This is an optimization exercise on Yosys and OpenROAD, whose aim is a short achievable clock period and few clock cycles, not a production implementation.
Function was checked by simulation only, so behaviour that the tests miss may differ from the original.
No activity file was given, so power comes from the tool's default toggle rates.

$ cat standard.sh
#!/bin/bash
# synth_recipe.tcl (not shown) runs the flow's synth.tcl, then flattens the netlist and writes it again
# the make line also repeats each setting of config.mk as NAME=value (left out here)
make -C /OpenROAD-flow-scripts/flow DESIGN_CONFIG=/design/flow/config.mk WORK_HOME=/design/flow/orfs CLKGATE_MAP_FILE= SYNTH_SCRIPT=/design/flow/synth_recipe.tcl "${@:-finish}"
$ cat constraint.sdc
create_clock -name core_clock -period 10.0 [get_ports {clk}]
set_input_delay 2.0000 -clock core_clock [delete_from_list [all_inputs] [get_ports {clk}]]
set_output_delay 2.0000 -clock core_clock [all_outputs]
set_load 0.01 [all_outputs]
$ cat flow/run.sh
#!/bin/bash
# Layout flow: the standard ORFS flow (standard.sh, unchanged synthesis, floorplan,
# placement, CTS and routing), with the timing repair asked to aim for a setup slack of
# 7 ns at the design's 10 ns clock, so that it keeps improving the critical paths
# instead of stopping once the 10 ns period is met. Make's output goes to make.log here;
# each ORFS step also keeps its own log under orfs/logs/.
set -euo pipefail
cd "$(dirname "$0")/.."
bash standard.sh SETUP_SLACK_MARGIN=7 finish > make.log 2>&1
$ cat design.v
module swx_top (
    input  wire        clk,
    input  wire        rst,
    input  wire        req_valid,
    input  wire [7:0]  req_data,
    output wire        req_ready,
    output reg         res_valid,
    output reg         res_ok,
    output reg  [39:0] res_data,
    output reg         fault,
    output reg  [2:0]  fault_code,
    output reg  [7:0]  fault_info,
    output reg         bus_valid,
    output reg  [7:0]  bus_data,
    output reg         bus_last,
    input  wire        bus_ready,
    input  wire [7:0]  bus_rdata,
    output reg         ce,
    output reg  [2:0]  pstate,
    output reg         wait_valid,
    output reg  [2:0]  wait_id,
    output reg  [31:0] wait_us,
    input  wire        wait_ready,
    output reg         rxb_we,
    output reg  [5:0]  rxb_addr,
    output reg  [7:0]  rxb_wdata
);
    localparam [7:0] CFG_PRIM_RX = 8'h01;
    localparam [7:0] CFG_PWR_UP  = 8'h02;
    localparam [4:0] OP_READ_REG    = 5'h01;
    localparam [4:0] OP_WRITE_REG   = 5'h02;
    localparam [4:0] OP_READ_ADDR   = 5'h03;
    localparam [4:0] OP_WRITE_ADDR  = 5'h04;
    localparam [4:0] OP_ADDR_ENCODE = 5'h05;
    localparam [4:0] OP_ADDR_DECODE = 5'h06;
    localparam [4:0] OP_ADDR_PARSE  = 5'h07;
    localparam [4:0] OP_POWER_UP    = 5'h08;
    localparam [4:0] OP_POWER_DOWN  = 5'h09;
    localparam [4:0] OP_START_RADIO = 5'h0A;
    localparam [4:0] OP_STOP_RADIO  = 5'h0B;
    localparam [4:0] OP_START_RX    = 5'h0C;
    localparam [4:0] OP_STOP_RX     = 5'h0D;
    localparam [4:0] OP_RX_READY    = 5'h0E;
    localparam [4:0] OP_RX_DYN      = 5'h0F;
    localparam [4:0] OP_RX_FIXED    = 5'h10;
    localparam [4:0] OP_TX          = 5'h11;
    localparam [4:0] OP_FLUSH_TX    = 5'h12;
    localparam [4:0] OP_FLUSH_RX    = 5'h13;
    localparam [4:0] OP_INIT        = 5'h14;
    localparam [4:0] OP_RX_LOOP     = 5'h15;
    localparam [4:0] OP_SHUTDOWN    = 5'h16;
    localparam [4:0] OP_WAIT        = 5'h17;
    localparam [4:0] K_OPND = 5'h18;
    localparam [2:0] F_ILLEGAL_REQ = 3'd1;
    localparam [2:0] F_WIDTH       = 3'd2;
    localparam [2:0] F_ADDR_REG    = 3'd3;
    localparam [2:0] F_PAYLOAD_LEN = 3'd4;
    localparam [2:0] F_BUS_CLOSED  = 3'd6;
    localparam [2:0] PS_UNKNOWN = 3'd0;
    localparam [2:0] PS_DOWN    = 3'd1;
    localparam [2:0] PS_STANDBY = 3'd2;
    localparam [2:0] PS_LISTEN  = 3'd3;
    localparam [2:0] PS_TX      = 3'd4;
    integer i;
    localparam QD = 16;
    reg  [12:0] qm [0:QD-1];           
    reg  [4:0]  qwp, qrp;
    reg  [12:0] qh;                    
    reg         qhv;
    wire        qv = qhv;
    wire [4:0]  qk = qh[12:8];
    wire [7:0]  qd = qh[7:0];
    wire [4:0]  qmc = qwp - qrp;
    reg         q_push, q_pop;
    reg  [12:0] q_in;
    localparam WD = 8;
    reg  [40:0] wq [0:WD-1];
    reg  [3:0]  wrp, wwp;
    wire [3:0]  wcnt = wwp - wrp;
    wire [40:0] wh = wq[wrp[2:0]];
    reg         w_push, w_pop;
    reg  [40:0] w_in;
    localparam [1:0] I_OP = 2'd0, I_B1 = 2'd1, I_BODY = 2'd2, I_DEAD = 2'd3;
    reg  [1:0]  ist;
    reg  [4:0]  iop;
    reg  [7:0]  icnt;                  
    reg  [3:0]  ipos;                  
    reg  [2:0]  ilim;                  
    reg         ione;                  
    reg  [39:0] iacc;
    reg         ipok, ipnz, ik10;
    reg         iclosed;
    reg         ir_v;
    reg  [7:0]  ir_d;
    reg         req_ready_r;
    assign req_ready = req_ready_r;
    function [4:0] hexval(input [7:0] c);
        if (c >= 8'h30 && c <= 8'h39)      hexval = {1'b0, c[3:0]};
        else if (c >= 8'h61 && c <= 8'h66) hexval = {1'b0, c[3:0] + 4'd9};
        else if (c >= 8'h41 && c <= 8'h46) hexval = {1'b0, c[3:0] + 4'd9};
        else                               hexval = 5'h10;
    endfunction
    function closed_at_op(input [7:0] o);
        closed_at_op = (o == 8'h01) || (o == 8'h02) || (o >= 8'h08 && o <= 8'h10) ||
                       (o >= 8'h12 && o <= 8'h16);
    endfunction
    reg  [1:0]  ist_n;
    reg  [4:0]  iop_n;
    reg  [7:0]  icnt_n;
    reg  [3:0]  ipos_n;
    reg  [2:0]  ilim_n;
    reg         ione_n;
    reg  [39:0] iacc_n;
    reg         ipok_n, ipnz_n, ik10_n, iclosed_n;
    reg  [7:0]  b;
    reg  [4:0]  hv;
    reg  [4:0]  bm;
    reg         blong, bshort;
    always @* begin
        ist_n = ist; iop_n = iop; icnt_n = icnt; ipos_n = ipos; ilim_n = ilim;
        ione_n = ione; iacc_n = iacc; ipok_n = ipok; ipnz_n = ipnz; ik10_n = ik10;
        iclosed_n = iclosed;
        q_push = 1'b0; q_in = 13'd0;
        w_push = 1'b0; w_in = 41'd0;
        b = ir_d;
        bm = ir_d[4:0];
        blong  = (bm == 5'h0A) || (bm == 5'h0B) || (bm == 5'h10);
        bshort = (bm >= 5'h0C) && (bm <= 5'h0F);
        hv = hexval(ir_d);
        if (ir_v) begin
            case (ist)
                I_OP: begin
                    iop_n = b[4:0];
                    if (b == 8'h00 || b > 8'h17) begin
                        q_push = 1'b1; q_in = {K_OPND + F_ILLEGAL_REQ, b}; ist_n = I_DEAD;
                    end else if (iclosed && closed_at_op(b)) begin
                        q_push = 1'b1; q_in = {K_OPND + F_BUS_CLOSED, b}; ist_n = I_DEAD;
                    end else begin
                        case (b[4:0])
                            OP_READ_REG, OP_WRITE_REG, OP_READ_ADDR, OP_WRITE_ADDR,
                            OP_ADDR_ENCODE, OP_ADDR_DECODE, OP_ADDR_PARSE, OP_TX,
                            OP_RX_LOOP, OP_WAIT:
                                ist_n = I_B1;
                            OP_INIT: begin
                                q_push = 1'b1; q_in = {b[4:0], 8'h00};
                                ist_n = I_BODY; icnt_n = 8'd12; ione_n = 1'b0; ipos_n = 4'd0;
                            end
                            default: begin
                                q_push = 1'b1; q_in = {b[4:0], 8'h00};
                                if (b[4:0] == OP_SHUTDOWN) iclosed_n = 1'b1;
                            end
                        endcase
                    end
                end
                I_B1: begin
                    ipos_n = 4'd0; iacc_n = 40'd0; ipok_n = 1'b1; ipnz_n = 1'b0;
                    ik10_n = (b >= 8'd10); ione_n = 1'b0;
                    case (iop)
                        OP_READ_REG: begin
                            q_push = 1'b1; q_in = {iop, b}; ist_n = I_OP;
                        end
                        OP_WRITE_REG: begin
                            q_push = 1'b1; q_in = {iop, b}; ist_n = I_BODY; icnt_n = 8'd1;
                        end
                        OP_READ_ADDR, OP_WRITE_ADDR: begin
                            if (!blong && !bshort) begin
                                q_push = 1'b1; q_in = {K_OPND + F_ADDR_REG, b}; ist_n = I_DEAD;
                            end else if (iclosed) begin
                                q_push = 1'b1; q_in = {K_OPND + F_BUS_CLOSED, 3'b000, iop}; ist_n = I_DEAD;
                            end else begin
                                q_push = 1'b1; q_in = {iop, b};
                                if (iop == OP_READ_ADDR) ist_n = I_OP;
                                else begin ist_n = I_BODY; icnt_n = 8'd5; ione_n = bshort; end
                            end
                        end
                        OP_ADDR_ENCODE, OP_ADDR_DECODE: begin
                            if (b == 8'd0 || b > 8'd5) begin
                                q_push = 1'b1; q_in = {K_OPND + F_WIDTH, b}; ist_n = I_DEAD;
                            end else begin
                                ist_n = I_BODY; ilim_n = b[2:0];
                                icnt_n = (iop == OP_ADDR_ENCODE) ? 8'd5 : {5'b00000, b[2:0]};
                            end
                        end
                        OP_ADDR_PARSE: begin
                            if (b < 8'd10) begin
                                q_push = 1'b1; q_in = {iop, 8'h00};
                                w_push = 1'b1; w_in = 41'd0;
                            end
                            if (b == 8'd0) ist_n = I_OP;
                            else begin ist_n = I_BODY; icnt_n = b; end
                        end
                        OP_TX: begin
                            if (b > 8'd32) begin
                                q_push = 1'b1; q_in = {K_OPND + F_PAYLOAD_LEN, b}; ist_n = I_DEAD;
                            end else if (iclosed) begin
                                q_push = 1'b1; q_in = {K_OPND + F_BUS_CLOSED, 3'b000, iop}; ist_n = I_DEAD;
                            end else begin
                                q_push = 1'b1; q_in = {iop, b};
                                if (b == 8'd0) ist_n = I_OP;
                                else begin ist_n = I_BODY; icnt_n = b; end
                            end
                        end
                        OP_RX_LOOP: begin
                            iacc_n[7:0] = b; ipos_n = 4'd1; ist_n = I_BODY; icnt_n = 8'd1;
                        end
                        default: begin  
                            iacc_n[7:0] = b; ipos_n = 4'd1; ist_n = I_BODY; icnt_n = 8'd3;
                        end
                    endcase
                end
                I_BODY: begin
                    icnt_n = icnt - 8'd1;
                    ipos_n = (ipos == 4'd15) ? ipos : ipos + 4'd1;
                    if (icnt == 8'd1) ist_n = I_OP;
                    case (iop)
                        OP_WRITE_REG, OP_WRITE_ADDR, OP_TX, OP_INIT: begin
                            if (!ione || ipos == 4'd0) begin
                                q_push = 1'b1; q_in = {K_OPND, b};
                            end
                        end
                        OP_ADDR_PARSE: begin
                            if (ipos < 4'd10) begin
                                if (hv[4]) ipok_n = 1'b0;
                                if (hv[3:0] != 4'd0) ipnz_n = 1'b1;
                                iacc_n = {iacc[35:0], hv[3:0]};
                            end
                            if (ik10 && ipos == 4'd9) begin
                                q_push = 1'b1; q_in = {iop, 8'h00};
                                w_push = 1'b1;
                                w_in = (ipok_n && ipnz_n) ? {1'b1, iacc_n} : 41'd0;
                            end
                        end
                        default: begin  
                            for (i = 0; i < 5; i = i + 1)
                                if (ipos == i && (iop != OP_ADDR_ENCODE || i < ilim))
                                    iacc_n[8*i +: 8] = b;
                            if ((iop == OP_ADDR_ENCODE) ? (ipos == {1'b0, ilim - 3'd1}) : (icnt == 8'd1)) begin
                                q_push = 1'b1; q_in = {iop, 8'h00};
                                w_push = 1'b1; w_in = {1'b0, iacc_n};
                            end
                        end
                    endcase
                end
                default: ;
            endcase
        end
    end
    localparam [5:0]
        X_IDLE  = 6'd0,  X_FAULT = 6'd1,
        X_RR_C  = 6'd2,  X_RR_D  = 6'd3,             
        X_WA_C  = 6'd4,                              
        X_OP_W  = 6'd5,  X_OP_D  = 6'd6,             
        X_RA_C  = 6'd7,  X_RA_F  = 6'd8,  X_RS_C = 6'd9, X_RS_D = 6'd10,    
        X_CW_RES= 6'd11,                             
        X_CW_CF = 6'd12,                             
        X_CF_C  = 6'd13, X_CF_D  = 6'd14, X_CF_W = 6'd15, X_CF_V = 6'd16, X_CF_WT = 6'd17,
        X_RY_C  = 6'd18, X_RY_S  = 6'd19,            
        X_FX_C  = 6'd20, X_FX_S  = 6'd21,            
        X_BD_C  = 6'd22, X_BD_S  = 6'd23, X_BD_Q = 6'd24, X_BD_N = 6'd25,
        X_BD_FL = 6'd26, X_BD_P  = 6'd27, X_BD_R = 6'd28, X_BD_TC = 6'd29, X_BD_TV = 6'd30,
        X_LP_W  = 6'd31,                             
        X_TX_E  = 6'd32, X_TX_A  = 6'd33, X_TX_CW = 6'd34,
        X_TP_C  = 6'd35, X_TP_S  = 6'd36, X_TP_W = 6'd37,
        X_TS_C  = 6'd38, X_TS_V  = 6'd39, X_TM_E = 6'd40,
        X_TT_W  = 6'd41, X_TT_E  = 6'd42,
        X_FL    = 6'd43,                             
        X_IN_R  = 6'd44, X_IN_K  = 6'd45,            
        X_IN_E  = 6'd46,
        X_BD_D  = 6'd47;                             
    reg [5:0]  st;
    reg        bus_valid_i, wait_valid_i, bus_last_i, ce_i;
    reg [7:0]  bus_data_i;
    reg [2:0]  wait_id_i;
    reg [31:0] wait_us_i;
    reg [2:0]  fault_code_i;
    reg [7:0]  fault_info_i;
    reg [4:0]  eop;
    reg [4:0]  em;
    reg        elong;
    reg [5:0]  elen;
    reg [5:0]  rc;
    reg [5:0]  bidx;
    reg [7:0]  rsp;
    reg [39:0] a40;
    reg [6:0]  pcnt;
    reg [15:0] lcnt;
    reg        lcz, lc1, pc100;      
    reg [15:0] plcnt;
    reg [5:0]  nlen;
    reg [7:0]  nraw;         
    reg        nz;
    reg        lph;
    reg        tok;
    reg [1:0]  isub;
    reg [3:0]  ik;           
    reg        cfg_known;
    reg [7:0]  cfgsh;
    reg        xfirst, xp1, x20;
    reg [5:0]  st_n;
    reg [4:0]  eop_n, em_n;
    reg        elong_n;
    reg [5:0]  elen_n, rc_n, bidx_n, nlen_n;
    reg [7:0]  rsp_n;
    reg [39:0] a40_n;
    reg [6:0]  pcnt_n;
    reg [15:0] lcnt_n, plcnt_n;
    reg        lcz_n, lc1_n, pc100_n;
    reg        nz_n, lph_n, tok_n;
    reg [1:0]  isub_n;
    reg [3:0]  ik_n;
    reg        cfg_known_n;
    reg [7:0]  cfgsh_n;
    reg        xfirst_n, xp1_n, x20_n;
    reg        bv_n, bl_n, wv_n, ce_n, rv_n, ro_n, rw_n, f_n;
    reg [7:0]  bd_n, rwd_n;
    reg [2:0]  wi_n;
    reg [31:0] wu_n;
    reg [39:0] rd_n;
    reg [5:0]  ra_n;
    wire go = bus_valid_i ? bus_ready : (wait_valid_i ? wait_ready : 1'b1);
    reg  xq_pop, xw_pop;
    always @* begin
        q_pop = xq_pop && go;
        w_pop = xw_pop && go;
    end
    wire rdy   = (bus_rdata[3:1] != 3'b111);        
    wire [2:0] ps_n = !cfg_known_n       ? PS_UNKNOWN :
                      !cfgsh_n[1]        ? PS_DOWN    :
                      !ce_n              ? PS_STANDBY :
                      cfgsh_n[0]         ? PS_LISTEN  : PS_TX;
    reg [7:0] cfmod;
    always @* begin
        case (eop)
            OP_START_RADIO, OP_INIT:   cfmod = bus_rdata | CFG_PWR_UP;
            OP_STOP_RADIO, OP_SHUTDOWN: cfmod = bus_rdata & ~CFG_PWR_UP;
            OP_START_RX:               cfmod = bus_rdata | CFG_PRIM_RX;
            OP_STOP_RX:                cfmod = bus_rdata & ~CFG_PRIM_RX;
            default:                   cfmod = lph ? (bus_rdata & ~CFG_PRIM_RX) : (bus_rdata | CFG_PRIM_RX);
        endcase
    end
    wire [2:0] cf_wid = (eop == OP_START_RX || eop == OP_STOP_RX || eop == OP_RX_LOOP) ? 3'd3 : 3'd2;
    always @* begin
        st_n = st; eop_n = eop; em_n = em; elong_n = elong; elen_n = elen; rc_n = rc;
        bidx_n = bidx; rsp_n = rsp; a40_n = a40; pcnt_n = pcnt; lcnt_n = lcnt;
        lcz_n = lcz; lc1_n = lc1; pc100_n = pc100;
        plcnt_n = plcnt; nlen_n = nlen; nz_n = nz; lph_n = lph; tok_n = tok; isub_n = isub;
        ik_n = ik;
        cfg_known_n = cfg_known; cfgsh_n = cfgsh;
        xfirst_n = xfirst; xp1_n = xp1; x20_n = x20;
        bv_n = 1'b0; bd_n = bus_data_i; bl_n = bus_last_i;
        wv_n = 1'b0; wi_n = wait_id_i; wu_n = wait_us_i;
        ce_n = ce_i;
        rv_n = 1'b0; ro_n = 1'b0; rd_n = 40'd0;       
        rw_n = 1'b0; ra_n = bidx; rwd_n = bus_rdata;   
        f_n = fault;
        xq_pop = 1'b0; xw_pop = 1'b0;
        if (bus_valid_i) begin
            xfirst_n = bus_last_i;
            xp1_n    = xfirst;
            if (xfirst) x20_n = (bus_data_i == 8'h20);
            if (bus_last_i && !xfirst && xp1 && x20) begin
                cfg_known_n = 1'b1;
                cfgsh_n     = bus_data_i;
            end
        end
        case (st)
            X_IDLE: if (qv) begin
                xq_pop = 1'b1;
                eop_n = qk; em_n = qd[4:0];
                elong_n = (qd[4:0] == 5'h0A) || (qd[4:0] == 5'h0B) || (qd[4:0] == 5'h10);
                elen_n = qd[5:0];
                case (qk)
                    OP_READ_REG: begin begin bv_n = 1'b1; bd_n = ({3'b000, qd[4:0]}); bl_n = (1'b0); end st_n = X_RR_C; end
                    OP_WRITE_REG: begin begin bv_n = 1'b1; bd_n = ({3'b001, qd[4:0]}); bl_n = (1'b0); end st_n = X_WA_C; elong_n = 1'b0; end
                    OP_WRITE_ADDR: begin begin bv_n = 1'b1; bd_n = ({3'b001, qd[4:0]}); bl_n = (1'b0); end st_n = X_WA_C; end
                    OP_READ_ADDR: begin
                        if (elong_n) begin bv_n = 1'b1; bd_n = ({3'b000, qd[4:0]}); bl_n = (1'b0); end
                        else         begin bv_n = 1'b1; bd_n = (8'h0B); bl_n = (1'b0); end
                        st_n = X_RA_C;
                    end
                    OP_ADDR_ENCODE, OP_ADDR_DECODE, OP_ADDR_PARSE: begin
                        xw_pop = 1'b1;
                        begin rv_n = 1'b1; ro_n = (wh[40]); rd_n = (wh[39:0]); st_n = X_IDLE; end
                    end
                    OP_POWER_UP:   begin ce_n = 1'b1; begin wv_n = 1'b1; wi_n = (3'd0); end st_n = X_CW_RES; end
                    OP_POWER_DOWN: begin ce_n = 1'b0; begin wv_n = 1'b1; wi_n = (3'd1); end st_n = X_CW_RES; end
                    OP_START_RADIO, OP_STOP_RADIO, OP_SHUTDOWN: begin begin bv_n = 1'b1; bd_n = (8'h00); bl_n = (1'b0); end st_n = X_CF_C; end
                    OP_START_RX:   begin ce_n = 1'b1; begin wv_n = 1'b1; wi_n = (3'd0); end st_n = X_CW_CF; end
                    OP_STOP_RX:    begin ce_n = 1'b0; begin wv_n = 1'b1; wi_n = (3'd1); end st_n = X_CW_CF; end
                    OP_RX_READY:   begin begin bv_n = 1'b1; bd_n = (8'h07); bl_n = (1'b0); end st_n = X_RY_C; end
                    OP_RX_DYN:     begin begin bv_n = 1'b1; bd_n = (8'h07); bl_n = (1'b0); end st_n = X_BD_C; end
                    OP_RX_FIXED:   begin begin bv_n = 1'b1; bd_n = (8'h07); bl_n = (1'b0); end st_n = X_FX_C; end
                    OP_TX:         begin begin bv_n = 1'b1; bd_n = (8'hE1); bl_n = (1'b1); end st_n = X_TX_E; end
                    OP_FLUSH_TX:   begin begin bv_n = 1'b1; bd_n = (8'hE1); bl_n = (1'b1); end st_n = X_FL; end
                    OP_FLUSH_RX:   begin begin bv_n = 1'b1; bd_n = (8'hE2); bl_n = (1'b1); end st_n = X_FL; end
                    OP_INIT:       begin begin bv_n = 1'b1; bd_n = (8'h30); bl_n = (1'b0); end st_n = X_WA_C; elong_n = 1'b1; isub_n = 2'd0; end
                    OP_RX_LOOP: begin
                        xw_pop = 1'b1;
                        lcnt_n = wh[15:0]; plcnt_n = 16'd0; lph_n = 1'b0;
                        lcz_n = (wh[15:0] == 16'd0); lc1_n = (wh[15:0] == 16'd1);
                        ce_n = 1'b1; begin wv_n = 1'b1; wi_n = (3'd0); end st_n = X_CW_CF;
                    end
                    OP_WAIT: begin
                        xw_pop = 1'b1;
                        wu_n = wh[31:0];
                        begin wv_n = 1'b1; wi_n = (3'd6); end st_n = X_CW_RES;
                    end
                    default: begin  
                        f_n = 1'b1; st_n = X_FAULT;      
                    end
                endcase
            end
            X_RR_C: begin begin bv_n = 1'b1; bd_n = (8'hFF); bl_n = (1'b1); end st_n = X_RR_D; end
            X_RR_D: begin rv_n = 1'b1; ro_n = (1'b0); rd_n = ({32'd0, bus_rdata}); st_n = X_IDLE; end
            X_WA_C: begin
                rc_n = elong ? 6'd5 : 6'd1;
                if (qv) begin xq_pop = 1'b1; begin bv_n = 1'b1; bd_n = (qd); bl_n = (!elong); end st_n = X_OP_D; end
                else st_n = X_OP_W;
            end
            X_TX_A: begin
                if (elen == 6'd0) begin
                    ce_n = 1'b1; begin wv_n = 1'b1; wi_n = (3'd0); end st_n = X_TX_CW; pcnt_n = 7'd0; pc100_n = 1'b0;
                end else begin
                    rc_n = elen;
                    if (qv) begin xq_pop = 1'b1; begin bv_n = 1'b1; bd_n = (qd); bl_n = (elen == 6'd1); end st_n = X_OP_D; end
                    else st_n = X_OP_W;
                end
            end
            X_OP_W: if (qv) begin xq_pop = 1'b1; begin bv_n = 1'b1; bd_n = (qd); bl_n = (rc == 6'd1); end st_n = X_OP_D; end
            X_OP_D: begin
                if (rc == 6'd1) begin
                    case (eop)
                        OP_TX: begin ce_n = 1'b1; begin wv_n = 1'b1; wi_n = (3'd0); end st_n = X_TX_CW; pcnt_n = 7'd0; pc100_n = 1'b0; end
                        OP_INIT: begin
                            isub_n = isub + 2'd1;
                            case (isub)
                                2'd0: begin begin bv_n = 1'b1; bd_n = (8'h2B); bl_n = (1'b0); end st_n = X_WA_C; end
                                2'd1: begin begin bv_n = 1'b1; bd_n = (8'h26); bl_n = (1'b0); end st_n = X_IN_K; ik_n = 4'd1; end
                                2'd2: begin begin bv_n = 1'b1; bd_n = (8'h20); bl_n = (1'b0); end st_n = X_IN_K; ik_n = 4'd8; end
                                default: begin begin bv_n = 1'b1; bd_n = (8'h00); bl_n = (1'b0); end st_n = X_CF_C; end
                            endcase
                        end
                        default: begin rv_n = 1'b1; ro_n = (1'b0); rd_n = (40'd0); st_n = X_IDLE; end
                    endcase
                end else begin
                    rc_n = rc - 6'd1;
                    if (qv) begin xq_pop = 1'b1; begin bv_n = 1'b1; bd_n = (qd); bl_n = (rc == 6'd2); end end
                    else st_n = X_OP_W;
                end
            end
            X_IN_K: begin
                ik_n = ik + 4'd1;
                case (ik)
                    4'd1: begin bv_n = 1'b1; bd_n = (8'h0F); bl_n = (1'b1); end
                    4'd2: begin bv_n = 1'b1; bd_n = (8'h3C); bl_n = (1'b0); end
                    4'd3: begin bv_n = 1'b1; bd_n = (8'h3F); bl_n = (1'b1); end
                    4'd4: begin bv_n = 1'b1; bd_n = (8'h3D); bl_n = (1'b0); end
                    4'd5: begin bv_n = 1'b1; bd_n = (8'h04); bl_n = (1'b1); end
                    4'd6: begin bv_n = 1'b1; bd_n = (8'h25); bl_n = (1'b0); end
                    4'd8: begin bv_n = 1'b1; bd_n = (8'h0C); bl_n = (1'b1); end
                    4'd9: begin bv_n = 1'b1; bd_n = (8'h24); bl_n = (1'b0); end
                    default: begin  
                        rc_n = 6'd1;
                        if (qv) begin xq_pop = 1'b1; begin bv_n = 1'b1; bd_n = (qd); bl_n = (1'b1); end st_n = X_OP_D; end
                        else st_n = X_OP_W;
                    end
                endcase
            end
            X_RA_C: begin begin bv_n = 1'b1; bd_n = (8'hFF); bl_n = (1'b0); end rc_n = 6'd5; st_n = X_RA_F; end
            X_RA_F: begin
                case (rc[2:0])
                    3'd5:    a40_n[7:0]   = bus_rdata;
                    3'd4:    a40_n[15:8]  = bus_rdata;
                    3'd3:    a40_n[23:16] = bus_rdata;
                    3'd2:    a40_n[31:24] = bus_rdata;
                    default: a40_n[39:32] = bus_rdata;
                endcase
                rc_n = rc - 6'd1;
                if (rc == 6'd1) begin
                    if (elong) begin rv_n = 1'b1; ro_n = (1'b0); rd_n = ({bus_rdata, a40[31:0]}); st_n = X_IDLE; end
                    else begin begin bv_n = 1'b1; bd_n = ({3'b000, em}); bl_n = (1'b0); end st_n = X_RS_C; end
                end else begin bv_n = 1'b1; bd_n = (8'hFF); bl_n = (rc == 6'd2); end
            end
            X_RS_C: begin begin bv_n = 1'b1; bd_n = (8'hFF); bl_n = (1'b1); end st_n = X_RS_D; end
            X_RS_D: begin rv_n = 1'b1; ro_n = (1'b0); rd_n = ({a40[39:8], bus_rdata}); st_n = X_IDLE; end
            X_CW_RES: begin rv_n = 1'b1; ro_n = (tok); rd_n = (40'd0); st_n = X_IDLE; end
            X_CW_CF:  begin begin bv_n = 1'b1; bd_n = (8'h00); bl_n = (1'b0); end st_n = X_CF_C; end
            X_CF_C:  begin begin bv_n = 1'b1; bd_n = (8'hFF); bl_n = (1'b1); end st_n = X_CF_D; end
            X_CF_D:  begin rsp_n = cfmod; begin bv_n = 1'b1; bd_n = (8'h20); bl_n = (1'b0); end st_n = X_CF_W; end
            X_CF_W:  begin begin bv_n = 1'b1; bd_n = (rsp); bl_n = (1'b1); end st_n = X_CF_V; end
            X_CF_V:  begin begin wv_n = 1'b1; wi_n = (cf_wid); end st_n = X_CF_WT; end
            X_CF_WT: begin
                if (eop == OP_INIT) begin begin bv_n = 1'b1; bd_n = (8'hE2); bl_n = (1'b1); end st_n = X_FL; end
                else if (eop == OP_RX_LOOP && !lph) begin
                    lph_n = 1'b1;
                    if (lcz) begin ce_n = 1'b0; begin wv_n = 1'b1; wi_n = (3'd1); end st_n = X_CW_CF; end
                    else begin begin bv_n = 1'b1; bd_n = (8'h07); bl_n = (1'b0); end st_n = X_BD_C; end
                end else begin rv_n = 1'b1; ro_n = (1'b0); rd_n = ({24'd0, plcnt}); st_n = X_IDLE; end
            end
            X_FL: begin rv_n = 1'b1; ro_n = (1'b0); rd_n = (40'd0); st_n = X_IDLE; end
            X_RY_C: begin begin bv_n = 1'b1; bd_n = (8'hFF); bl_n = (1'b1); end st_n = X_RY_S; end
            X_RY_S: begin rv_n = 1'b1; ro_n = (rdy); rd_n = (40'd0); st_n = X_IDLE; end
            X_FX_C: begin begin bv_n = 1'b1; bd_n = (8'hFF); bl_n = (1'b1); end st_n = X_FX_S; end
            X_FX_S: begin
                bd_n = 8'h61; bl_n = 1'b0; rc_n = 6'd8; bidx_n = 6'd0; ro_n = 1'b0;
                rv_n = 1'b1; st_n = X_IDLE;              
            end
            X_BD_C: begin begin bv_n = 1'b1; bd_n = (8'hFF); bl_n = (1'b1); end st_n = X_BD_S; end
            X_BD_S: begin
                bd_n = 8'h60; bl_n = 1'b0; wi_n = 3'd5; rd_n = 40'd0; ro_n = 1'b0;
                nlen_n = 6'd0; nz_n = 1'b0;
                if (eop == OP_RX_DYN) begin rv_n = 1'b1; st_n = X_IDLE; end
                else begin wv_n = 1'b1; st_n = X_LP_W; end
            end
            X_BD_Q: begin begin bv_n = 1'b1; bd_n = (8'hFF); bl_n = (1'b1); end st_n = X_BD_N; end
            X_BD_N: begin
                nlen_n = bus_rdata[5:0]; rc_n = bus_rdata[5:0]; bidx_n = 6'd0;
                st_n = X_BD_D;
            end
            X_BD_D: begin
                ra_n = nlen; rwd_n = 8'h00;
                if (nraw > 8'd32) begin begin bv_n = 1'b1; bd_n = (8'hE2); bl_n = (1'b1); end st_n = X_BD_FL; end
                else begin begin bv_n = 1'b1; bd_n = (8'h61); bl_n = (nraw == 8'd0); end st_n = X_BD_P; rw_n = 1'b1; end
            end
            X_BD_FL: begin
                if (eop == OP_RX_DYN) begin rv_n = 1'b1; ro_n = (1'b0); rd_n = (40'd0); st_n = X_IDLE; end
                else begin nz_n = 1'b0; begin wv_n = 1'b1; wi_n = (3'd5); end st_n = X_LP_W; end
            end
            X_BD_P: begin
                if (rc == 6'd0) begin begin bv_n = 1'b1; bd_n = (8'h27); bl_n = (1'b0); end st_n = X_BD_TC; end
                else begin begin bv_n = 1'b1; bd_n = (8'hFF); bl_n = (rc == 6'd1); end st_n = X_BD_R; end
            end
            X_BD_R: begin
                rw_n = 1'b1; ra_n = bidx; rwd_n = bus_rdata;
                bidx_n = bidx + 6'd1;
                rc_n = rc - 6'd1;
                if (rc == 6'd1) begin begin bv_n = 1'b1; bd_n = (8'h27); bl_n = (1'b0); end st_n = X_BD_TC; end
                else begin bv_n = 1'b1; bd_n = (8'hFF); bl_n = (rc == 6'd2); end
            end
            X_BD_TC: begin begin bv_n = 1'b1; bd_n = (8'h40); bl_n = (1'b1); end st_n = X_BD_TV; end
            X_BD_TV: begin
                if (eop == OP_RX_FIXED) begin rv_n = 1'b1; ro_n = (1'b1); rd_n = (40'd0); st_n = X_IDLE; end
                else if (eop == OP_RX_DYN) begin rv_n = 1'b1; ro_n = (1'b0); rd_n = ({34'd0, nlen}); st_n = X_IDLE; end
                else begin nz_n = (nlen != 6'd0); begin wv_n = 1'b1; wi_n = (3'd5); end st_n = X_LP_W; end
            end
            X_LP_W: begin
                lcnt_n = lcnt - 16'd1;
                lcz_n = lc1; lc1_n = (lcnt == 16'd2);
                plcnt_n = plcnt + {15'd0, nz};
                if (lc1) begin ce_n = 1'b0; begin wv_n = 1'b1; wi_n = (3'd1); end st_n = X_CW_CF; end
                else begin begin bv_n = 1'b1; bd_n = (8'h07); bl_n = (1'b0); end st_n = X_BD_C; end
            end
            X_TX_E:  begin begin bv_n = 1'b1; bd_n = (8'hA0); bl_n = (elen == 6'd0); end st_n = X_TX_A; end
            X_TX_CW: begin begin bv_n = 1'b1; bd_n = (8'h07); bl_n = (1'b0); end st_n = X_TP_C; end
            X_TP_C:  begin begin bv_n = 1'b1; bd_n = (8'hFF); bl_n = (1'b1); end st_n = X_TP_S; end
            X_TP_S:  begin
                pcnt_n = pcnt + 7'd1; pc100_n = (pcnt == 7'd99);
                bd_n = 8'h27; bl_n = 1'b0; wi_n = 3'd4;
                rsp_n = bus_rdata[5] ? 8'h20 : 8'h10; tok_n = bus_rdata[5];
                wv_n = 1'b1; st_n = X_TP_W;              
            end
            X_TS_C: begin begin bv_n = 1'b1; bd_n = (rsp); bl_n = (1'b1); end st_n = X_TS_V; end
            X_TS_V: begin
                if (tok) begin ce_n = 1'b0; begin wv_n = 1'b1; wi_n = (3'd1); end st_n = X_CW_RES; end
                else begin begin bv_n = 1'b1; bd_n = (8'hE1); bl_n = (1'b1); end st_n = X_TM_E; end
            end
            X_TM_E: begin ce_n = 1'b0; begin wv_n = 1'b1; wi_n = (3'd1); end st_n = X_CW_RES; end
            X_TP_W: begin
                if (pc100) begin ce_n = 1'b0; begin wv_n = 1'b1; wi_n = (3'd1); end st_n = X_TT_W; end
                else begin begin bv_n = 1'b1; bd_n = (8'h07); bl_n = (1'b0); end st_n = X_TP_C; end
            end
            X_TT_W: begin begin bv_n = 1'b1; bd_n = (8'hE1); bl_n = (1'b1); end st_n = X_TT_E; end
            X_TT_E: begin tok_n = 1'b0; begin rv_n = 1'b1; ro_n = (1'b0); rd_n = (40'd0); st_n = X_IDLE; end end
            default: ;   
        endcase
    end
    wire st_bds = (st == X_BD_S);
    wire st_fxs = (st == X_FX_S);
    wire st_tps = (st == X_TP_S);
    wire br = ((st_bds || st_fxs) && rdy) || (st_tps && (bus_rdata[5] || bus_rdata[4]));
    wire [5:0] a_st = st_bds ? X_BD_Q : (st_tps ? X_TS_C : X_BD_P);
    wire [7:0] a_bd = st_bds ? 8'h60 : (st_tps ? 8'h27 : 8'h61);
    wire       a_bl = 1'b0;
    localparam HC = 26, HD = 71;
    wire [HC-1:0] hc_y;
    wire [HD-1:0] hd_y;
    wire [1:0]    hp_y;
    swx_step #(17) u_step_c (
        .go(go), .br(br),
        .a({a_st, 1'b1, 1'b0, a_bd, a_bl}),
        .b({st_n, bv_n, wv_n, bd_n, bl_n}),
        .q({st, bus_valid_i, wait_valid_i, bus_data_i, bus_last_i}),
        .y({hc_y[25:20], hc_y[17:16], hc_y[11:3]}));
    swx_hold #(9) u_hold_c (
        .en(go),
        .d({cfg_known_n, xfirst_n, ce_n, ps_n, wi_n}),
        .q({cfg_known, xfirst, ce_i, pstate, wait_id_i}),
        .y({hc_y[19:18], hc_y[15:12], hc_y[2:0]}));
    wire [10:0] ho_y;
    wire [3:0]  hoc_y;
    swx_step #(11) u_step_o (
        .go(go), .br(br),
        .a({1'b1, 1'b0, a_bd, a_bl}),
        .b({bv_n, wv_n, bd_n, bl_n}),
        .q({bus_valid_i, wait_valid_i, bus_data_i, bus_last_i}),
        .y(ho_y));
    swx_hold #(4) u_hold_o (.en(go), .d({ce_n, wi_n}), .q({ce_i, wait_id_i}), .y(hoc_y));
    wire        f_ld = (st == X_IDLE) && qv && (qk > K_OPND);
    wire [10:0] fi_y, fo_y;
    swx_hold #(11) u_hold_fi (.en(f_ld), .d({qk[2:0], qd}), .q({fault_code_i, fault_info_i}), .y(fi_y));
    swx_hold #(11) u_hold_fo (.en(f_ld), .d({qk[2:0], qd}), .q({fault_code_i, fault_info_i}), .y(fo_y));
    wire        wu_ld = (st == X_IDLE) && qv && (qk == OP_WAIT);
    wire [31:0] wui_y, wuo_y;
    swx_hold #(32) u_hold_wi (.en(wu_ld), .d(wh[31:0]), .q(wait_us_i), .y(wui_y));
    swx_hold #(32) u_hold_wo (.en(wu_ld), .d(wh[31:0]), .q(wait_us_i), .y(wuo_y));
    swx_hold #(HD) u_hold_d (
        .en(go),
        .d({lph_n, rc_n, bidx_n, pcnt_n, lcnt_n, plcnt_n, isub_n, ik_n, cfgsh_n, xp1_n, x20_n, lcz_n, lc1_n, pc100_n}),
        .q({lph, rc, bidx, pcnt, lcnt, plcnt, isub, ik, cfgsh, xp1, x20, lcz, lc1, pc100}),
        .y(hd_y));
    swx_step #(2) u_step_p (.go(go), .br(br), .a(2'b00), .b({rv_n, rw_n}), .q(2'b00), .y(hp_y));
    wire        qmne = (qwp != qrp);
    wire        qtake = !qhv || q_pop;
    wire [18:0] hq_y;
    swx_hold #(19) u_hold_q (
        .en(qtake),
        .d({qmne ? qm[qrp[3:0]] : q_in, (qmne || q_push) ? qrp + 5'd1 : qrp, qmne || q_push}),
        .q({qh, qrp, qhv}),
        .y(hq_y));
    wire [3:0]  hw_y;
    swx_hold #(4) u_hold_w (.en(w_pop), .d(wrp + 4'd1), .q(wrp), .y(hw_y));
    always @(posedge clk) begin
        if (rst) begin
            qwp <= 5'd0; qrp <= 5'd0; qhv <= 1'b0;
            wrp <= 4'd0; wwp <= 4'd0;
            ir_v <= 1'b0; req_ready_r <= 1'b0;
            ist <= I_OP; iclosed <= 1'b0;
            st <= X_IDLE; cfg_known <= 1'b0; xfirst <= 1'b1;
            bus_valid <= 1'b0; wait_valid <= 1'b0; ce <= 1'b0; pstate <= PS_UNKNOWN;
            bus_valid_i <= 1'b0; wait_valid_i <= 1'b0; ce_i <= 1'b0;
            res_valid <= 1'b0; rxb_we <= 1'b0; fault <= 1'b0;
            res_ok <= 1'b0; res_data <= 40'd0; rxb_addr <= 6'd0; rxb_wdata <= 8'h00;
        end else begin
            if (q_push) qwp <= qwp + 5'd1;
            {qrp, qhv} <= hq_y[5:0];
            if (w_push) wwp <= wwp + 4'd1;
            wrp <= hw_y;
            ir_v <= req_valid && req_ready_r;
            req_ready_r <= (ist != I_DEAD) && (qmc <= QD - 4) && (wcnt <= WD - 4);
            ist <= ist_n; iclosed <= iclosed_n;
            {st, cfg_known, xfirst, bus_valid_i, wait_valid_i, ce_i, pstate} <= hc_y[HC-1:12];
            {bus_valid, wait_valid} <= ho_y[10:9];
            ce <= hoc_y[3];
            fault <= f_n;
            res_ok <= ro_n; res_data <= rd_n;
            rxb_addr <= ra_n; rxb_wdata <= rwd_n;
            {res_valid, rxb_we} <= hp_y;
        end
    end
    always @(posedge clk) begin
        qm[qwp[3:0]] <= q_in;
        wq[wwp[2:0]] <= w_in;
        qh <= hq_y[18:6];
        ir_d <= req_data;
        iop <= iop_n; icnt <= icnt_n; ipos <= ipos_n; ilim <= ilim_n;
        ione <= ione_n; iacc <= iacc_n; ipok <= ipok_n; ipnz <= ipnz_n; ik10 <= ik10_n;
        {lph, rc, bidx, pcnt, lcnt, plcnt, isub, ik, cfgsh, xp1, x20, lcz, lc1, pc100} <= hd_y;
        {bus_data_i, bus_last_i, wait_id_i} <= hc_y[11:0];
        {bus_data, bus_last} <= ho_y[8:0];
        wait_id <= hoc_y[2:0];
        wait_us_i <= wui_y;
        {fault_code_i, fault_info_i} <= fi_y;
        {fault_code, fault_info} <= fo_y;
        wait_us <= wuo_y;
        eop <= eop_n; em <= em_n; elong <= elong_n; elen <= elen_n;
        rsp <= rsp_n; a40 <= a40_n; nlen <= nlen_n; nz <= nz_n; tok <= tok_n;
        if (st == X_BD_N) nraw <= bus_rdata;
    end
endmodule
module swx_hold #(parameter W = 1) (
    input  wire         en,
    input  wire [W-1:0] d,
    input  wire [W-1:0] q,
    output wire [W-1:0] y
);
    assign y = en ? d : q;
endmodule
module swx_step #(parameter W = 1) (
    input  wire         go,
    input  wire         br,
    input  wire [W-1:0] a,
    input  wire [W-1:0] b,
    input  wire [W-1:0] q,
    output wire [W-1:0] y
);
    assign y = go ? (br ? a : b) : q;
endmodule
$ cat config.mk
export PLATFORM = sky130hd
export DESIGN_NAME = swx_top
export DESIGN_NICKNAME = swx_top
export VERILOG_FILES = /design/flow/design.v
export SDC_FILE = /design/flow/constraint.sdc
export NUM_CORES = 4
export LEC_CHECK = 0
export ABC_CLOCK_PERIOD_IN_PS = 3000
export CAP_MARGIN = 20
export CORE_MARGIN = 2
export CORE_UTILIZATION = 40
export SLEW_MARGIN = 20
export SYNTH_HIERARCHICAL = 1
export SYNTH_MINIMUM_KEEP_SIZE = 0
==> run notes <==
[layer usage]
layer,vias up,track usage (%)
met2,1572,37.2
li1,14900,-
met5,-,0
met3,296,3.18
met1,16800,32.6
met4,0,6.91
[area by class of cell]
cell class                 count  area [sq um]  share of cell area [%]
timing repair buffer         369          4070                    7.18
clock inverter                53           479                   0.846
clock buffer                 137          2800                    4.94
multi-input combinational   2509         20600                    36.4
inverter                      74           372                   0.656
tap                         1524          1910                    3.37
sequential                   971         26400                    46.6
timing repair inverter         5          40.0                  0.0707
[sequential cells by signal, indices dropped and copies added, names as in the netlist, 13 cells and up]
register	count
a40	40
qh	13
wait_us_i	32
lcnt	16
iacc	40
plcnt	16
wait_us	32
res_data	40
wq	328
qm	208
[worst paths after layout]
| kind | endpoint | slack [ps] |
|---|---|---|
| worst max-delay path | wait_us[0] | 6810 |
| worst min-delay path | fault_code_i[0] | 480 |
| worst max register to register | qrp[3] | 6980 |
| worst min register to register | fault_code_i[0] | 480 |
[metrics by stage]
stage	setup slack [ps]	hold WS, ps	instances
finish	6810	479	5642
floorplan	6900	403	3794
detailed placement	5190	469	5291
global placement	5170	460	5290
global route	6790	490	5642
CTS	6780	482	5567
[power groups by stage]
| stage | Combinational, mW | Clock (mW) | Sequential, mW |
|---|---|---|---|
| final | 3.18 | 3.71 | 4.78 |
| after global routing | 3.35 | 3.94 | 4.80 |
| after CTS | 2.89 | 3.78 | 4.78 |
| after detailed placement | 2.57 | 0 | 4.84 |
| after global placement | 2.57 | 0 | 4.84 |
| after floorplan | 1.89 | 0 | 4.71 |
[repair_timing]
action / CTS / global route
cloned: 16 / 13
buffers inserted: 70 / 62
setup endpoints to repair: 944 / 696
pin swaps: 36 / 46
resized for setup: 934 / 193
==> run notes <==
* Vias at 33.6k
* # IOs at 141
* Initial Utilization at 40.4%
* Final ANT Viol Nets at 0
* Critical Path RT at 8000 ps
* Critical path's slowest cell: dfxtp_4
* Nets@finish at 4107
* Crit. End Element: output pin
* Startpoint Class: flip-flop
* Longest Clk Path Bufs at 3
* Tcrit/Tclk final at 31.9%
* Most common cell after layout, fill and taps aside: edfxtp_1
* H-tree levels at 3
* GRT overflow at 0
* DRT iter0 DRCs at 3905
* Arrival time at the worst endpoint at 1190 ps
* Cell row count at 125
* Area Overhead vs Synth at 20.8%
* Clock network power share at 31.8%
* Buffers on Ports at 140
* Post-layout minimum cycle time at 3190 ps
* Sequence of cells on the critical path: buf_6
* Total Routing Usage GR at 23.2%
* WS Path Type: flip-flop to output pin
* Fraction of layout cells with a size suffix above 1 at 30.5%
* Die W at 346 microns
* Util after Layout at 48.8%
* Syn Area/Cell at 12.4 sq um
* VDD IR-drop max at 0.146 mV
* Aggregate routed wire length at 146 mm
* Die Y-Extent at 346 microns
* Clock tree sinks at 971
* Reg2reg start: iop[4]
* RSZ-0062 raised after global routing: true
* Stages on the worst setup path at 1
* Total Die Area at 120000 sq um
* Cell family with the largest share of critical-path delay: flip-flops
* Tot Pwr at 11.7 mW
* Ant. Diodes at 0
* Via/cell ratio at 5.95
* DRC at 0
* Setup Skew at 56.3 ps
* Part of the power in combinational logic at 27.3%
* Final HPWL DP at 88.5 mm
* Met3 Routed Length at 11.0 mm
* Power Density at 206 nW/um^2
* First-pass GRT wire length at 211 mm
* Fill cells at 10.1k
* Post-DP Area at 49800 sq um
* Max Clock Freq at 313 MHz
* Final Instance Area at 56700 sq um
* First drt pass iteration count at 7
* Final Max Tran Viols at 0
* Routed wl met2 at 68.4 mm
* Synth Cell Area at 46900 sq um
* Core area at 116000 sq um
* Switching share of power at 31.8%
* Syn Inst Count at 3778
* Clk pin slew, worst setup/hold paths at 60 ps
* Number of max-cap violations at 0
* YS warnings at 7
* CP startpoint: wait_us[0]
* Final hold vios at 0
* Skew-Pair Late Insertion Delay at 710 ps
* Sum of negative setup slack at 0 ps
* Crit path largest cell delay at 380 ps
* Leak pwr at 19.6 nW
* Slew HR at 29.3%
* Clock root buffer: clkbuf_16
* Most frequent cells in the layout: edfxtp_1, nand2_1, nor2_1
* Cts hold-fix bufs at 0
* Tightest Hold Check Type: flip-flop to flip-flop
* Hold Path Cell Cnt at 1
* Pint at 7.96 mW
* Global placement routability congestion at 0.986
* Met1 wire length at 61.7 mm
* Least-Margin Pin Slew at 1060 ps
* Seq pwr share at 40.9%
* CP bufs+invs at 1
* Status: complete, no violations
* Maximum number of pins on one net before global-route repair at 58
* HP Start: fault_code_i[0]
* CTS tree: built
* Total CTS buffers at 102
* Final Setup Violations at 0
* Antenna violations before repair at 2
* Number of global-route vias before repair at 31.3k
* Wire per inst at 25.8 microns
* FF-to-FF path depth at 12
* Crit path max fanout at 1
* Highest routing layer actually used: met4
* Switch Pwr at 3.71 mW
Testbench counts, summed over its fixed seeds: cycles 19,285.

==> what the ideal ports hide <==
Ports are ideal in the flow. The routed layout listed here was re-timed in OpenROAD.
Step 1 assumes that a clkbuf_16 drives the clock port and a buf_2 every other input.
Step 2 moves the port delays by t, midway between the first and last clock arrival at a register: inputs arrive t later, outputs are due t later. That takes back most of the time a late clock gives input paths.
a / b / c = ideal / step 1 / step 2; a / b = the first two.
t (ns): 0.760
slack for setup (ns): 6.808 / 6.732 / 6.413
worst hold slack (ns): 0.479 / 0.479 / 0.479
slew at the worst register clock pin (ns): 0.07 / 0.07
pins driven straight from the clock port: 1
After both steps this run still meets setup and hold. The setup slack of this run moves by -0.076 ns with the drivers and by -0.395 ns with both steps.
